Background: an optimization exercise with open tools, aiming at small area, a short achievable clock period and few clock cycles. Do not read the settings as production practice. Function was not checked in any run shown here: the RTL went through the layout flow alone. Power figures rest on the tool's default switching activity, not on a simulated workload.

==> design.v <==
module iono_crc5 (
    input  wire [7:0] d2,
    input  wire [7:0] d1,
    input  wire [2:0] d0_top,
    output reg  [4:0] crc
);
    reg [23:0] v;
    reg [5:0]  r;
    integer    i;
    always @(*) begin
        v = {d2, d1, d0_top, 5'h07};
        r = {1'b0, v[23:19]};
        for (i = 18; i >= 0; i = i - 1) begin
            r = {r[4:0], v[i]};
            if (r[5]) r = r ^ 6'h35;
        end
        crc = r[4:0];
    end
endmodule
module iono_crc7 (
    input  wire [7:0] w1,
    input  wire [7:0] w0,
    output reg  [6:0] crc
);
    reg [23:0] v;
    reg [7:0]  t;
    reg [6:0]  acc;
    integer    i;
    always @(*) begin
        v   = {w1, w0, 8'h80};
        acc = 7'h7F;
        for (i = 23; i >= 0; i = i - 1) begin
            t = {acc, 1'b0};
            if (acc[6]) t = t ^ 8'hB7;
            t = t ^ {7'b0, v[i]};
            acc = t[6:0];
        end
        crc = acc;
    end
endmodule
module iono_xact (
    input  wire        clk,
    input  wire        rst,
    input  wire        req_valid,
    output wire        req_ready,
    input  wire [2:0]  req_op,
    input  wire        req_bank,
    input  wire [6:0]  req_cmd,
    input  wire [7:0]  req_reg,
    input  wire [7:0]  req_data,
    output reg         rsp_valid,
    output reg         rsp_ok,
    output reg  [7:0]  rsp_value,
    output wire        ex_valid,
    input  wire        ex_ready,
    output wire [1:0]  ex_cs,
    output wire [23:0] ex_tx,
    input  wire        ex_rvalid,
    input  wire [23:0] ex_rx,
    output reg  [1:0]  in_err,
    output reg  [1:0]  out_err,
    output reg  [1:0]  clr_pending,
    output reg  [7:0]  in_inputs0,
    output reg  [7:0]  in_inputs1
);
    localparam [2:0] OP_IN_READ   = 3'd0;
    localparam [2:0] OP_IN_WRITE  = 3'd1;
    localparam [2:0] OP_OUT_READ  = 3'd2;
    localparam [2:0] OP_OUT_WRITE = 3'd3;
    localparam [2:0] OP_OUT_CFG   = 3'd4;
    localparam [2:0] OP_CLEAR     = 3'd5;
    localparam [7:0]  OUT_CMD_READ_REG = 8'h7F;
    localparam [23:0] OUT_RT_FRAME     = 24'h050F03;   
    localparam [1:0]  ATTEMPTS_LAST    = 2'd2;
    reg        busy;       
    reg        vreq;       
    reg        rt;         
    reg        kin;        
    reg        wr;         
    reg        cfg;        
    reg        ldv;        
    reg        bank;
    reg [1:0]  attempt;
    reg        p1ok;       
    reg [15:0] f;          
    reg [6:0]  c;          
    wire rb = cfg && !wr;                             
    wire [7:0] tx_w1 = rb ? OUT_CMD_READ_REG : f[15:8];
    assign ex_tx     = rt ? OUT_RT_FRAME : {tx_w1, f[7:0], 1'b0, c};
    assign ex_cs     = {!kin, bank};
    assign ex_valid  = vreq || (ex_rvalid && rt);
    assign req_ready = !busy;
    wire       acc_req = !busy && req_valid;
    wire       op_in   = (req_op == OP_IN_READ) || (req_op == OP_IN_WRITE);
    reg  [7:0] nw1, nw0;
    always @(*) begin
        if (!acc_req) begin
            nw1 = OUT_CMD_READ_REG;            
            nw0 = rsp_value;
        end else begin
            case (req_op)
                OP_IN_READ:  begin nw1 = {1'b0, req_cmd}; nw0 = 8'h00; end
                OP_IN_WRITE: begin nw1 = {1'b1, req_cmd}; nw0 = req_data; end
                OP_OUT_READ: begin nw1 = OUT_CMD_READ_REG; nw0 = req_reg; end
                default:     begin nw1 = {clr_pending[req_bank], req_cmd}; nw0 = req_data; end
            endcase
        end
    end
    wire [4:0] n_c5;
    wire [6:0] n_c7;
    iono_crc5 u_tx5 (.d2(nw1), .d1(nw0), .d0_top(3'b000), .crc(n_c5));
    iono_crc7 u_tx7 (.w1(nw1), .w0(nw0), .crc(n_c7));
    wire [6:0] n_c = (acc_req && op_in) ? {2'b00, n_c5} : n_c7;
    wire [4:0] rx_c5;
    wire [6:0] rx_c7;
    iono_crc5 u_rx5 (.d2(ex_rx[23:16]), .d1(ex_rx[15:8]), .d0_top(ex_rx[7:5]), .crc(rx_c5));
    iono_crc7 u_rx7 (.w1(ex_rx[23:16]), .w0(ex_rx[15:8]), .crc(rx_c7));
    wire ok5 = (rx_c5 == ex_rx[4:0]);
    wire ok7 = (rx_c7 == ex_rx[6:0]);
    wire ex_acc   = ex_valid && ex_ready;
    wire echo     = busy && ex_rvalid;
    wire echo_p1  = echo && wr && rt;                 
    wire echo_fin = echo && !(wr && rt);              
    wire att_ok   = kin ? ok5 : (ok7 && (p1ok || !wr));
    always @(posedge clk) begin
        if (rst) begin
            busy        <= 1'b0;
            vreq        <= 1'b0;
            rt          <= 1'b0;
            rsp_valid   <= 1'b0;
            in_err      <= 2'b00;
            out_err     <= 2'b00;
            clr_pending <= 2'b00;
            in_inputs0  <= 8'd0;
            in_inputs1  <= 8'd0;
        end else begin
            rsp_valid <= 1'b0;
            if (ex_acc) begin
                vreq <= 1'b0;
                if (wr) rt <= !rt;
            end
            if (acc_req) begin
                bank    <= req_bank;
                attempt <= 2'd0;
                kin     <= op_in;
                wr      <= (req_op == OP_OUT_WRITE) || (req_op == OP_OUT_CFG);
                cfg     <= (req_op == OP_OUT_CFG);
                ldv     <= (req_op == OP_IN_READ) || (req_op == OP_OUT_READ);
                rsp_ok  <= (req_op == OP_CLEAR);
                f       <= {nw1, nw0};
                c       <= n_c;
                case (req_op)
                    OP_OUT_WRITE: rsp_value <= req_data;
                    OP_OUT_CFG:   rsp_value <= req_reg;
                    default:      rsp_value <= 8'd0;
                endcase
                if (req_op == OP_CLEAR)
                    clr_pending[req_bank] <= 1'b1;
                if (req_op >= OP_CLEAR) begin
                    rsp_valid <= 1'b1;
                end else begin
                    busy <= 1'b1;
                    vreq <= 1'b1;
                end
            end
            if (echo_p1) begin
                p1ok <= ok7;
                if (!ex_ready) vreq <= 1'b1;
            end
            if (echo_fin) begin
                if (ldv || rb) rsp_value <= ex_rx[15:8];
                if (att_ok) begin
                    if (kin) begin
                        in_err[bank] <= 1'b0;
                        if (bank) in_inputs1 <= ex_rx[23:16];
                        else      in_inputs0 <= ex_rx[23:16];
                        rsp_valid <= 1'b1;
                        rsp_ok    <= 1'b1;
                        busy      <= 1'b0;
                    end else if (wr) begin
                        out_err[bank] <= 1'b0;
                        if (f[15]) clr_pending[bank] <= 1'b0;
                        if (cfg) begin
                            f       <= {f[7:0], nw0};
                            c       <= n_c;
                            wr      <= 1'b0;
                            attempt <= 2'd0;
                            vreq    <= 1'b1;
                        end else begin
                            rsp_valid <= 1'b1;
                            rsp_ok    <= 1'b1;
                            busy      <= 1'b0;
                        end
                    end else begin
                        if (rb && ex_rx[15:8] != f[15:8]) begin
                            out_err[bank] <= 1'b1;
                            rsp_ok        <= 1'b0;
                        end else begin
                            out_err[bank] <= 1'b0;
                            rsp_ok        <= 1'b1;
                        end
                        rsp_valid <= 1'b1;
                        busy      <= 1'b0;
                    end
                end else if (attempt == ATTEMPTS_LAST) begin
                    if (kin) in_err[bank]  <= 1'b1;
                    else     out_err[bank] <= 1'b1;
                    rsp_valid <= 1'b1;
                    rsp_ok    <= 1'b0;
                    busy      <= 1'b0;
                end else begin
                    attempt <= attempt + 2'd1;
                    vreq    <= 1'b1;
                end
            end
        end
    end
endmodule
==> run.sh <==
#!/bin/bash
# synth_recipe.tcl (not shown) runs the flow's synth.tcl, then flattens the netlist and writes it again
# the make line also repeats each setting of config.mk as NAME=value (left out here)
make -C /OpenROAD-flow-scripts/flow DESIGN_CONFIG=/design/flow/config.mk WORK_HOME=/design/flow/orfs CLKGATE_MAP_FILE= SYNTH_SCRIPT=/design/flow/synth_recipe.tcl finish
==> config.mk <==
export PLATFORM = sky130hd
export DESIGN_NAME = iono_xact
export DESIGN_NICKNAME = iono_xact
export VERILOG_FILES = /design/flow/design.v
export SDC_FILE = /design/flow/constraint.sdc
export NUM_CORES = 4
export LEC_CHECK = 0
export ABC_CLOCK_PERIOD_IN_PS = 2500
export CAP_MARGIN = 20
export CORE_MARGIN = 2
export CORE_UTILIZATION = 40
export SETUP_SLACK_MARGIN = 2.3
export SLEW_MARGIN = 20
==> constraint.sdc <==
create_clock -name core_clock -period 5.0 [get_ports {clk}]
set_input_delay 1.0000 -clock core_clock [delete_from_list [all_inputs] [get_ports {clk}]]
set_output_delay 1.0000 -clock core_clock [all_outputs]
set_load 0.01 [all_outputs]
==> flow_metrics.tcl, run 1 <==
set metrics [dict create \
    drive_above_1_share 0.3114 \
    netlist_area_sq_mm 0.005513 \
    cts_tree "yes" \
    ys_top_cells_by_area "edfxtp_1 (22%), xnor2_1 (12%), xnor3_1 (11%), dfxtp_1 (9.4%), nor2_1 (5.4%)" \
    clk_latency_ps 350 \
    synth_top_area_share 0.2179 \
    start_util 0.4130 \
    routed_wl_microns 18010 \
    cp.arrival_ps 3730 \
    core_sq_mm 0.01335 \
    ant_nets 0 \
    status "no timing/DRC/antenna violations" \
    clock-sinks 66 \
    critPathMaxStageDelay_ps 420 \
    final_nets 796 \
    yosysWarnings 3 \
    place_area_sq_mm 0.006947 \
    n_antenna_cell 0 \
    reg2reg_depth 10 \
    holdCritPathClass "reg2reg" \
    final_common_cell "clkdlybuf4s50_1" \
    die_x_microns 121.4 \
    yosys.area.top_type "edfxtp_1" \
    gr-total-overflow 0 \
    cp.required_ps 5190 \
    die_area_sq_mm 0.01474 \
    drc 0 \
    syn_inst 571 \
    end_kind "flip-flop" \
    grtUsageTotal 0.2457 \
    wl_per_cell_microns 19.56 \
    drt-initial-drc-count 331 \
    netlist-cell-type-count 59 \
    synth_edf_count 40 \
    drv_cap 0 \
    vias_per_cell 5.304 \
    routabilityCongestion 0.8430 \
    cts.clk_slew.worst_paths_ps 60 \
    worst-setup-path-type "in2reg" \
    fill_cells 1137 \
    relSlewSlack 0.2343 \
    first_pass_iters 5 \
    io_pins 116 \
    ys.flop_type "edfxtp_1" \
    synth-seq-area-share 0.3123 \
    cts_buffer_depth 2 \
    syn_nets 627 \
    rsz0062_at_grt "true" \
    fmax_mhz 283.0 \
    post-route-min-period_ps 3533 \
    skew_ps 7.245 \
    setup_ws_ps 1467 \
    final_cell_mix "clkdlybuf4s50_1 (77), nor2_1 (73), buf_4 (69)" \
    dieHeight_microns 121.4 \
    synthArstFlopShare 0 \
    dp_hpwl_microns 12440 \
    min_path_cells 2 \
    avgSynthCellArea_sq_um 9.655 \
    pre_cts_slack_ps 263.8 \
    tns_ps 0 \
    worstPathCellList "clkdlybuf4s15_2 > xnor2_2 > xnor3_1 > xnor3_1 > and2_1 > mux2_4 > a32oi_4 > mux2_4 > a221oi_2 > nor2_1" \
    grt_start_max_net_pins 30 \
    crit_fanout 4 \
    worstMarginPinSlew_ps 1145 \
    design_area_sq_mm 0.008242 \
    htree_levels 3 \
    numCtsBuffers 9 \
    power.total_mw 2.570 \
    slowest_stage "xnor3_1" \
    powerDensity_mw_per_mm2 311.8 \
    vias 4885 \
    synthToLayoutAreaGrowth_pct 49.50 \
    power.leakage_nw 3.348 \
    row_count 42 \
    ys_seq_elements 66 \
    maxSlewViolCount 0 \
    antenna_found_initial 0 \
    clockRootBuffer "clkbuf_16" \
    grt_pass1_vias 4719 \
    critPathLaunchType "input pin" \
    grt_pass1_wl_microns 27010 \
    setup-violations-final 0 \
    period_share 0.7067 \
    peakVddDrop_v 0.0001448 \
    final-hold-violation-count 0 \
    io_buffers 114 \
]
-- where the power goes --
group | switching [mW] | leakage, nW | internal, mW | total, mW
Clock | 0.255 | 0.137 | 0.337 | 0.591
Sequential | 0.0439 | 0.600 | 0.643 | 0.687
Combinational | 0.583 | 2.61 | 0.709 | 1.29
Total | 0.882 | 3.35 | 1.69 | 2.57
-- worst max-delay path, delay by kind of cell --
kind                      cells  cell delay (ps)
AOI/OAI and AO/OA             2              440
muxes                         2              650
and+or+nand+nor               2              230
xor gates and xnor gates      3             1100
buffers and inverters         1              300
-- final timing paths --
check	end	slack, ps	from
min reg2reg	in_inputs1[5]$_SDFFE_PP0P_	500	in_inputs1[5]$_SDFFE_PP0P_
min	in_inputs1[5]$_SDFFE_PP0P_	500	in_inputs1[5]$_SDFFE_PP0P_
max reg2reg	c[0]$_DFFE_PN_	2290	busy$_SDFF_PP0_
max	vreq$_SDFF_PP0_	1470	ex_rx[8]
-- cell usage after synthesis, types with 6 or more instances --
cell type,instances
nor2_1,80
xnor2_1,77
edfxtp_1,40
nand2_1,35
a21oi_1,33
clkbuf_1,29
xor2_1,27
dfxtp_1,26
xnor3_1,26
o21ai_0,22
mux2i_1,21
nor3_1,14
nor2b_1,12
a31oi_1,9
mux2_2,8
o21a_1,8
and2_1,7
buf_2,7
inv_1,7
or2_2,6
-- state kept, by name, summed over array words and instances, names as in the netlist, named ones only --
| register | cells |
|---|---|
| wr | 1 |
| in_inputs1 | 8 |
| clr_pending | 2 |
| busy | 1 |
| vreq | 1 |
| rsp_valid | 1 |
| kin | 1 |
| bank | 1 |
| rsp_ok | 1 |
| rsp_value | 8 |
| cfg | 1 |
| p1ok | 1 |
| ldv | 1 |
| rt | 1 |
| in_inputs0 | 8 |
| f | 16 |
| c | 7 |
| attempt | 2 |
-- metrics by stage --
| stage | hold WS [ps] | util | std cells |
|---|---|---|---|
| floorplan | 511.4 | - | 571 |
| global placement | 474.8 | 0.5204 | 840 |
| detailed placement | 483.6 | 0.5204 | 840 |
| CTS | 501.3 | 0.5910 | 903 |
| global route | 530.6 | 0.6175 | 921 |
| finish | 499.3 | 0.6175 | 921 |
-- kinds of logic (layout without fill, tap and decap cells) --
kind of cell	Yosys count	count (layout)	synth area share
DFF	66	66	0.3123
and+or+nand+nor	180	183	0.1543
AOI/OAI and AO/OA	104	104	0.1287
xor gates and xnor gates	137	137	0.3010
other	1	1	0.0006802
buffers and inverters	52	223	0.04312
muxes	31	31	0.05992
-- layout make-up --
class | count | area, sq um | area share
flip-flops and latches | 66 | 1725 | 0.2094
clock buffers | 10 | 229.0 | 0.02778
multi-input cells | 456 | 4096 | 0.4970
well taps | 176 | 220.2 | 0.02672
repair buffers | 200 | 1904 | 0.2311
clock inverters | 6 | 40.04 | 0.004858
inverters | 7 | 26.28 | 0.003188
-- routing by layer --
layer,share of wire,global-route usage,vias up
met3,0.068,0.05686,25
met5,0,0,-
li1,-,-,2331
met4,0.022,0.07328,0
met2,0.48,0.3813,188
met1,0.43,0.3420,2341
-- timing repair --
item,CTS,global route
cloned,4,1
resized for setup,171,74
pin swaps,49,38
endpoints found under the setup margin,86,82
buffers inserted,43,17
hold buffers,0,0
==> run 2, diff against run 1 <==
--- a/config.mk
+++ b/config.mk
@@ -6,8 +6,6 @@
 export NUM_CORES = 4
 export LEC_CHECK = 0
-export ABC_CLOCK_PERIOD_IN_PS = 2500
 export CAP_MARGIN = 20
 export CORE_MARGIN = 2
 export CORE_UTILIZATION = 40
-export SETUP_SLACK_MARGIN = 2.3
 export SLEW_MARGIN = 20
==> run 2 against run 1 <==
  * Still clean
  * Wire length down 11%
  * Non-clock buffer count decreased by 65
  * Worst setup slack worse by 870 ps
  * Hold slack worse by 1.2 ps
  * Largest cell class unchanged
  * Largest power group unchanged
==> flow_metrics.tcl, run 2 <==
set metrics [dict create \
    clockRootBuffer "clkbuf_16" \
    ant_nets 0 \
    grt_pass1_vias 4462 \
    netlist_area_sq_mm 0.005513 \
    critPathLaunchType "input pin" \
    syn_nets 627 \
    rrSetupSlack_ps 1870 \
    placed_cells 837 \
    die_area_sq_mm 0.01474 \
    seq_power_share 0.290 \
    ff_latch_area_sq_mm 0.001722 \
    final_common_cell "clkdlybuf4s50_1" \
    top_register "f" \
    relSlewSlack 0.3027 \
    cts.clk_slew.worst_paths_ps 50 \
    synth_edf_count 40 \
    power.leakage_nw 2.716 \
    io_pins 116 \
    clk_latency_ps 330 \
    drt-initial-drc-count 248 \
    critPathMaxStageDelay_ps 730 \
    final_nets 728 \
    synth_most_common_cell "nor2_1" \
    rsz0062_at_grt "false" \
    worstPathCellList "clkdlybuf4s50_1 > xor3_1 > xnor2_1 > xnor3_1 > mux2i_1 > a2111oi_4 > nand4_4 > and2_4 > mux2_4" \
    worst-setup-path-type "in2reg" \
    syn_inst 571 \
    switching_power_mw 0.7609 \
    final_cell_mix "clkdlybuf4s50_1 (114), nor2_1 (80), xnor2_1 (77)" \
    yosys.area.top_type "edfxtp_1" \
    post-route-min-period_ps 4408 \
    avgSynthCellArea_sq_um 9.655 \
    synth-seq-area-share 0.3123 \
    tns_ps 0 \
    crit_fanout 18 \
    cts_buffer_depth 2 \
    power.total_mw 2.374 \
    vias_per_cell 5.314 \
    n_antenna_cell 0 \
    slowest_stage "clkdlybuf4s50_1" \
    hp-start "in_inputs1[7]$_SDFFE_PP0P_" \
    fill_cells 1230 \
    row_count 42 \
    multi_input_area_sq_mm 0.003562 \
    worst_r2r_startpoint "busy$_SDFF_PP0_" \
    yosysWarnings 3 \
    cp.arrival_ps 4490 \
    whs_endpoint "in_inputs1[7]$_SDFFE_PP0P_" \
    crit_family "XOR/XNOR gates" \
    htree_levels 3 \
    period_share 0.8816 \
    ys_seq_elements 66 \
    gr-total-overflow 0 \
    numCtsBuffers 9 \
    drive_above_1_share 0.09453 \
    holdCritPathClass "reg2reg" \
    first_pass_iters 5 \
    synth_top_area_share 0.2179 \
    final-hold-violation-count 0 \
    cp.required_ps 5080 \
    p_sw_frac 0.3205 \
    cts_tree "yes" \
    start_util 0.4130 \
    peakVddDrop_v 0.0002126 \
    core_sq_mm 0.01335 \
    fmax_mhz 226.9 \
    grt_start_max_net_pins 30 \
    final_cell_count_no_fill 853 \
    clockPowerShare 0.269 \
    largest_reg_flops 16 \
    vias 4533 \
    intPower_mw 1.613 \
    worstMarginPinSlew_ps 1045 \
    antenna_found_initial 0 \
    wl_per_cell_microns 18.83 \
    reg2reg_depth 9 \
    maxSlewViolCount 0 \
    drv_cap 0 \
    r2r_end "c[3]$_DFFE_PN_" \
    status "no timing/DRC/antenna violations" \
    combPwrFrac 0.441 \
    powerDensity_mw_per_mm2 331.7 \
    grt_pass1_wl_microns 24900 \
    skew_ps 4.964 \
    io_buffers 114 \
    end_kind "flip-flop" \
    routed_wl_microns 16060 \
    synthToLayoutAreaGrowth_pct 29.85 \
    cts_resized 0 \
    whs_ps 498.1 \
    synthArstFlopShare 0 \
    die_x_microns 121.4 \
    synth_commonest_cells "nor2_1 (80), xnor2_1 (77), edfxtp_1 (40)" \
    ys_top_cells_by_area "edfxtp_1 (22%), xnor2_1 (12%), xnor3_1 (11%), dfxtp_1 (9.4%), nor2_1 (5.4%)" \
    dp_hpwl_microns 12460 \
    dieHeight_microns 121.4 \
    drc 0 \
    post_cts_buffers 0 \
    routabilityCongestion 0.8895 \
    netlist-cell-type-count 59 \
    clock-sinks 66 \
    grtUsageTotal 0.2221 \
    cts_hold_buffers 0 \
    path_buf_inv 1 \
    min_path_cells 2 \
    setup-violations-final 0 \
    ys.flop_type "edfxtp_1" \
]
==> run 2: metrics by stage <==
step	cell area [sq um]	setup slack (ps)	util
floorplan	5513	1131	-
global placement	6845	319.4	0.5128
detailed placement	6845	283.0	0.5128
CTS	7149	602.9	0.5356
global route	7158	433.7	0.5363
finish	7158	592.1	0.5363
==> run 2: worst reg2reg max path, cell delays in order, from the launching register on <==
cell and delay (ps):
dfxtp_1 370, nand2b_1 390, a311oi_1 560, nor2_1 240, xnor2_1 320, xor2_1 280
xnor2_1 190, xnor2_1 140, o21ai_0 110, mux2_4 280
==> run 2: cell type report <==
type | instances | share of cell area
timing repair buffer | 135 | 0.1849
inverter | 7 | 0.003671
clock buffer | 16 | 0.04248
tap | 176 | 0.03076
multi-input combinational | 453 | 0.4976
sequential | 66 | 0.2405
==> run 2: per-layer routing <==
metal	global-route usage	part of all wire	vias to the layer above
met1	0.3183	0.48	2202
met4	0.06034	0.014	0
met5	0	0	-
met3	0.02632	0.036	19
li1	-	-	2184
met2	0.3550	0.47	128
==> run 2: power by group through the flow <==
stage,clock network [mW],registers (mW),logic [mW]
after floorplan,0,0.680,0.765
after detailed placement,0,0.699,1.04
after global placement,0,0.697,1.03
after CTS,0.643,0.688,1.05
after global routing,0.663,0.694,1.14
final,0.640,0.688,1.05
==> run 2: worst max path at each step <==
stage	start	endpoint	slack, ps	cells after the start
final	ex_rx[17]	c[3]$_DFFE_PN_	590	9
after global routing	ex_rx[19]	in_inputs0[3]$_SDFFE_PP0P_	430	12
after CTS	ex_rx[17]	c[3]$_DFFE_PN_	600	9
after detailed placement	ex_rx[17]	c[3]$_DFFE_PN_	280	9
after global placement	ex_rx[17]	c[3]$_DFFE_PN_	320	9
after floorplan	ex_rx[20]	c[3]$_DFFE_PN_	1130	10
==> run 2: kinds of logic (layout without fill, tap and decap cells) <==
group,after synthesis,in the layout,share of synthesized area
flip-flops,66,66,0.3123
other,1,1,0.0006802
multiplexers,31,31,0.05992
AO/OA/AOI/OAI,104,104,0.1287
XOR/XNOR,137,137,0.3010
AND/OR/NAND/NOR,180,180,0.1543
buffers and inverters,52,158,0.04312
==> run 3, diff against run 2 <==
--- a/config.mk
+++ b/config.mk
@@ -6,6 +6,8 @@
 export NUM_CORES = 4
 export LEC_CHECK = 0
+export ABC_CLOCK_PERIOD_IN_PS = 1000
 export CAP_MARGIN = 20
 export CORE_MARGIN = 2
 export CORE_UTILIZATION = 40
+export SETUP_SLACK_MARGIN = 2.5
 export SLEW_MARGIN = 20
==> run 3 against run 2 <==
  * Clock power shrank 7.5%
  * Combinational power grew 24%
  * Power grew 8.7%
  * Synthesized cell count is the same
  * First-iteration DRC count grew 59%
  * Hold slack is essentially flat
  * Core utilization grew 9.1 points
  * Clock skew grew 3.7 ps
  * Non-clock buffer count grew 70
  * Critical path type unchanged
  * Highest routed layer unchanged
==> flow_metrics.tcl, run 3 <==
set metrics [dict create \
    status "no timing/DRC/antenna violations" \
    rsz0062_at_grt "true" \
    cts_hold_buffers 0 \
    relSlewSlack 0.2505 \
    critPathLaunchType "input pin" \
    synth_top_area_share 0.2179 \
    power.leakage_nw 3.505 \
    worst-setup-path-type "in2reg" \
    placed_cells 840 \
    grt_pass1_wl_microns 27050 \
    yosys.area.top_type "edfxtp_1" \
    final_nets 802 \
    synth_edf_count 40 \
    ys.flop_type "edfxtp_1" \
    post-route-min-period_ps 3547 \
    worst_r2r_startpoint "busy$_SDFF_PP0_" \
    ant_nets 0 \
    row_count 42 \
    crit_path_start "ex_rx[17]" \
    cts.clk_slew.worst_paths_ps 60 \
    final_cell_count_no_fill 927 \
    synth-seq-area-share 0.3123 \
    grtUsageTotal 0.2461 \
    drt-initial-drc-count 395 \
    avgSynthCellArea_sq_um 9.655 \
    setup_ws_ps 1453 \
    crit_fanout 6 \
    core_sq_mm 0.01335 \
    drive_above_1_share 0.3329 \
    clockRootBuffer "clkbuf_16" \
    syn_inst 571 \
    n_antenna_cell 0 \
    die_area_sq_mm 0.01474 \
    peakVddDrop_v 0.0001441 \
    whs_ps 497.8 \
    yosysWarnings 3 \
    clock-sinks 66 \
    clk_latency_ps 340 \
    vias_per_cell 5.369 \
    netlist-cell-type-count 59 \
    io_buffers 114 \
    htree_levels 3 \
    fin_util 0.6268 \
    vias 4977 \
    synth_commonest_cells "nor2_1 (80), xnor2_1 (77), edfxtp_1 (40)" \
    netlist_area_sq_mm 0.005513 \
    end_kind "flip-flop" \
    synthArstFlopShare 0 \
    drv_cap 0 \
    grt_start_max_net_pins 30 \
    cp.arrival_ps 3630 \
    top_register "f" \
    grt_pass1_vias 4733 \
    reg2reg_depth 10 \
    worstMarginPinSlew_ps 1124 \
    setup-violations-final 0 \
    final_cell_mix "nor2_1 (69), buf_4 (68), clkdlybuf4s50_1 (62)" \
    cts_tree "yes" \
    synth_most_common_cell "nor2_1" \
    rrSetupSlack_ps 2290 \
    skew_ps 8.691 \
    holdCritPathClass "reg2reg" \
    cp.required_ps 5090 \
    final_common_cell "nor2_1" \
    dp_hpwl_microns 12440 \
    die_x_microns 121.4 \
    fmax_mhz 281.9 \
    pre_cts_slack_ps 263.8 \
    io_pins 116 \
    powerDensity_mw_per_mm2 308.3 \
    numCtsBuffers 9 \
    gr-total-overflow 0 \
    first_pass_iters 5 \
    synthToLayoutAreaGrowth_pct 51.77 \
    ys_seq_elements 66 \
    final-hold-violation-count 0 \
    syn_nets 627 \
    period_share 0.7094 \
    r2r_end "c[0]$_DFFE_PN_" \
    routed_wl_microns 18480 \
    drc 0 \
    ys_top_cells_by_area "edfxtp_1 (22%), xnor2_1 (12%), xnor3_1 (11%), dfxtp_1 (9.4%), nor2_1 (5.4%)" \
    tns_ps 0 \
    min_path_cells 2 \
    start_util 0.4130 \
    wl_per_cell_microns 19.93 \
    antenna_found_initial 0 \
    worstSetupEndpoint "f[6]$_DFFE_PN_" \
    routabilityCongestion 0.8430 \
    largest_reg_flops 16 \
    cts_buffer_depth 2 \
    maxSlewViolCount 0 \
    dieHeight_microns 121.4 \
]
[run 3: cell counts after synthesis]
No cell type changed its count.
[run 3: power breakdown]
part / internal [mW] / total [mW] / switching, mW
clock network: 0.337 / 0.592 / 0.255
logic: 0.710 / 1.30 / 0.591
registers: 0.643 / 0.686 / 0.0432
[run 3: layer usage]
layer | vias to the layer above | global-route usage | wire [microns] | share of wire
met3 | 34 | 0.05686 | 1149 | 0.062
met1 | 2406 | 0.3420 | 8048 | 0.44
li1 | 2340 | - | - | -
met2 | 197 | 0.3824 | 8836 | 0.48
met5 | - | 0 | 0 | 0
met4 | 0 | 0.07399 | 443 | 0.024
[run 3: worst min path at each step]
stage,startpoint,end,slack (ps)
floorplan,c[5]$_DFFE_PN_,c[5]$_DFFE_PN_,510
global placement,in_inputs1[0]$_SDFFE_PP0P_,in_inputs1[0]$_SDFFE_PP0P_,470
detailed placement,in_inputs0[0]$_SDFFE_PP0P_,in_inputs0[0]$_SDFFE_PP0P_,480
CTS,in_inputs0[0]$_SDFFE_PP0P_,in_inputs0[0]$_SDFFE_PP0P_,500
global route,in_inputs1[6]$_SDFFE_PP0P_,in_inputs1[6]$_SDFFE_PP0P_,530
finish,in_inputs1[5]$_SDFFE_PP0P_,in_inputs1[5]$_SDFFE_PP0P_,500
[run 3: through the flow]
stage                     power, mW  area (sq um)
final                         2.580          8367
after global routing          2.702          8367
after CTS                     2.507          7896
after detailed placement      1.758          6947
after global placement        1.739          6947
after floorplan               1.470          5669
[run 3: cells by family (layout without fill, tap and decap cells)]
logic type                after synthesis  count (layout)  synth area share
DFF                                    66              66            0.3123
xor gates and xnor gates              137             137            0.3010
AOI/OAI and AO/OA                     104             104            0.1287
other                                   1               1         0.0006802
buffers and inverters                  52             228           0.04312
muxes                                  31              31           0.05992
and+or+nand+nor                       180             184            0.1543
[run 3: worst max-delay path, stage by stage]
cell and delay [ps]:
buf_8 110, buf_6 110, buf_6 120, xnor2_4 160, xnor3_1 250, xnor3_2 510, o31ai_4 100, a2111oi_4 330
buf_6 200, buf_4 140, nand4_4 190, and2_4 220, a211oi_2 130, a21oi_1 60
[run 3: area by class of cell]
cell class                      instances  area (sq um)
Tap cell                              176         220.2
Inverter                                7         26.28
Fill cell                            1113          4981
Timing Repair Buffer                  205          1979
Sequential cell                        66          1725
Clock buffer                           10         229.0
Clock inverter                          6         40.04
Multi-Input combinational cell        457          4146
[run 3: repair_timing]
action / in CTS / in global routing
gates resized for setup: 183 / 106
setup buffers: 44 / 21
endpoints found under the setup margin: 125 / 84
pin swaps: 49 / 40
cloned: 4 / 2
hold endpoints to repair: 0 / 0
==> run 4, diff against run 3 <==
--- a/config.mk
+++ b/config.mk
@@ -6,8 +6,8 @@
 export NUM_CORES = 4
 export LEC_CHECK = 0
-export ABC_CLOCK_PERIOD_IN_PS = 1000
+export ABC_CLOCK_PERIOD_IN_PS = 1500
 export CAP_MARGIN = 20
 export CORE_MARGIN = 2
 export CORE_UTILIZATION = 40
-export SETUP_SLACK_MARGIN = 2.5
+export SETUP_SLACK_MARGIN = 1.5
 export SLEW_MARGIN = 20
==> run 4 against run 3 <==
  * Clock skew fell by 2.1 ps
  * Flip-flop and latch count did not move
  * Still clean on timing, DRC and antenna
  * Hold slack got worse by 1.3 ps
  * Combinational power fell by 6%
  * Register-to-register slack got worse by 100 ps
  * First-iteration DRC count fell by 21%
==> flow_metrics.tcl, run 4 <==
set metrics [dict create \
    crit_fanout 8 \
    cts_buffer_depth 2 \
    grt_pass1_wl_microns 26460 \
    crit_path_frequent_cell "buf_6" \
    slowest_stage "xnor3_1" \
    powerDensity_mw_per_mm2 333.1 \
    setup-violations-final 0 \
    worstMarginPinSlew_ps 1044 \
    first_pass_iters 5 \
    met2_length_microns 8533 \
    ys.flop_type "edfxtp_1" \
    core_sq_mm 0.01335 \
    synth_commonest_cells "nor2_1 (80), xnor2_1 (77), edfxtp_1 (40)" \
    final_common_cell "clkdlybuf4s50_1" \
    worstPathCellList "clkbuf_4 > xor2_1 > xnor3_1 > xnor3_2 > o31ai_4 > a2111oi_4 > buf_6 > buf_12 > a32oi_4 > mux2_4 > buf_6 > nor2_4 > a21o_1" \
    final_cell_mix "clkdlybuf4s50_1 (94), nor2_1 (73), xnor2_1 (65)" \
    largest_reg_flops 16 \
    antenna_found_initial 0 \
    power.leakage_nw 3.188 \
    ys_seq_elements 66 \
    top_register "f" \
    clockRootBuffer "clkbuf_16" \
    clock-sinks 66 \
    syn_nets 627 \
    routabilityCongestion 0.8583 \
    cts_tree "yes" \
    syn_inst 571 \
    whs_ps 496.5 \
    netlist-cell-type-count 59 \
    synth_edf_count 40 \
    worst-setup-path-type "in2reg" \
    wl_met1_microns 7709 \
    peakVddDrop_v 0.0001888 \
    die_area_sq_mm 0.01474 \
    drv_cap 0 \
    maxSlewViolCount 0 \
    synth_most_common_cell "nor2_1" \
    critPathLaunchType "input pin" \
    synthToLayoutAreaGrowth_pct 44.62 \
    io_buffers 114 \
    numCtsBuffers 9 \
    grt_pass1_vias 4636 \
    post-route-min-period_ps 3683 \
    drc 0 \
    vias 4793 \
    grt_start_max_net_pins 33 \
    routed_wl_microns 17580 \
    row_count 42 \
    highest_layer "met4" \
    status "no timing/DRC/antenna violations" \
    drive_above_1_share 0.2735 \
    rsz0062_at_grt "true" \
    yosysWarnings 3 \
    grtUsageTotal 0.2382 \
    holdCritPathClass "reg2reg" \
    critPathMaxStageDelay_ps 470 \
    ys_top_cells_by_area "edfxtp_1 (22%), xnor2_1 (12%), xnor3_1 (11%), dfxtp_1 (9.4%), nor2_1 (5.4%)" \
    die_x_microns 121.4 \
    cts.clk_slew.worst_paths_ps 60 \
    dp_hpwl_microns 12390 \
    n_antenna_cell 0 \
    netlist_area_sq_mm 0.005513 \
    cp.required_ps 5280 \
    avgSynthCellArea_sq_um 9.655 \
    ant_nets 0 \
    yosys.area.top_type "edfxtp_1" \
    synth_top_area_share 0.2179 \
    skew_ps 6.604 \
    crit_path_start "ex_rx[23]" \
    vias_per_cell 5.391 \
    tns_ps 0 \
    synthArstFlopShare 0 \
    cp.arrival_ps 3970 \
    dieHeight_microns 121.4 \
    final_nets 764 \
    final-hold-violation-count 0 \
    io_pins 116 \
    worst_r2r_startpoint "busy$_SDFF_PP0_" \
    start_util 0.4130 \
    gr-total-overflow 0 \
    cts_hold_buffers 0 \
    synth-seq-area-share 0.3123 \
    dr_wl_met3_microns 1002 \
    period_share 0.7365 \
    htree_levels 3 \
    end_kind "flip-flop" \
    fmax_mhz 271.5 \
    wl_per_cell_microns 19.77 \
    relSlewSlack 0.2995 \
    drt-initial-drc-count 311 \
    clk_latency_ps 340 \
]
run 4: metrics by stage:
step | total power [mW] | cells | worst slack [ps] | utilization | instance area, sq um
after global routing | 2.774 | 889 | 1241 | 0.5973 | 7973
after detailed placement | 1.743 | 836 | 250.6 | 0.5136 | 6855
final | 2.656 | 889 | 1317 | 0.5973 | 7973
after global placement | 1.726 | 836 | 303.7 | 0.5136 | 6855
after CTS | 2.594 | 876 | 1376 | 0.5690 | 7595
after floorplan | 1.461 | 571 | 1205 | - | 5570
run 4: area by class of cell:
type / count / area (sq um)
clock inverter: 3 / 45.04
multi-input combinational: 455 / 4030
sequential: 66 / 1722
timing repair buffer: 169 / 1613
fill: 1152 / 5375
tap: 176 / 220.2
inverter: 7 / 28.78
clock buffer: 13 / 314.1
run 4: critical path: cells and delay by family:
kind | cells | cell delay (ps)
AOI/OAI and AO/OA | 4 | 730
xor gates and xnor gates | 3 | 1160
buffers and inverters | 4 | 610
muxes | 1 | 350
and+or+nand+nor | 1 | 110
run 4: kinds of logic after synthesis:
group	count (synthesis)	synth area share
compound gates	104	0.1287
xor+xnor	137	0.3010
flops	66	0.3123
mux	31	0.05992
buf+inv	52	0.04312
simple gates	180	0.1543
other cells	1	0.0006802
run 4: worst paths after layout:
path | to | slack (ps) | cells after the start
max | rsp_valid$_SDFF_PP0_ | 1320 | 13
min reg2reg | flip-flop | 500 | 2
min | flip-flop | 500 | 2
max reg2reg | c[0]$_DFFE_PN_ | 2190 | 10
run 4: report_power, final:
part	internal (mW)	switching (mW)	total, mW
clock network	0.493	0.249	0.742
logic	0.662	0.558	1.22
registers	0.644	0.0508	0.694
total	1.80	0.858	2.66
run 4: metal layers:
layer / GRT usage / vias to the layer above
li1: - / 2273
met1: 0.3278 / 2332
met2: 0.3827 / 170
met3: 0.04417 / 18
met4: 0.06968 / 0
met5: 0 / -
run 4: repair_timing:
| action | in CTS | in global routing |
|---|---|---|
| endpoints found under the setup margin | 53 | 50 |
| setup buffers | 22 | 11 |
| gates resized for setup | 125 | 81 |
| gates cloned | 2 | 2 |
| pin swaps | 25 | 37 |

## afterwards: timing with drivers on the ports
How much do the figures lean on ideal ports? The routed layouts below were timed once more, with nothing changed but the port constraints.
Step 1: set_driving_cell puts a clkbuf_16 on clk and a buf_2 on each other input, an assumption about the parent block.
Step 2 times the ports against the registers' clock, not the clock port: input delays grow and output delays shrink by t, the midpoint of the rising clock arrivals with the driver on.
Three values: no drivers, after step 1, after step 2; two values: the first two.
run | shift t [ns] | setup slack, ns | worst setup path at the end | worst slew at a driven data input, ns
run 1 | 0.381 | 1.467 / 1.460 / 1.079 | input to register | 0.07
run 2 | 0.364 | 0.592 / 0.597 / 0.233 | input to register | 0.06
run 3 | 0.379 | 1.453 / 1.438 / 1.059 | input to register | 0.07
run 4 | 0.377 | 1.317 / 1.317 / 0.940 | input to register | 0.06
After both steps setup and hold are still met in every run listed. The setup slack of run 3, which loses most, moves by -0.015 ns with the drivers and by -0.394 ns with both steps.
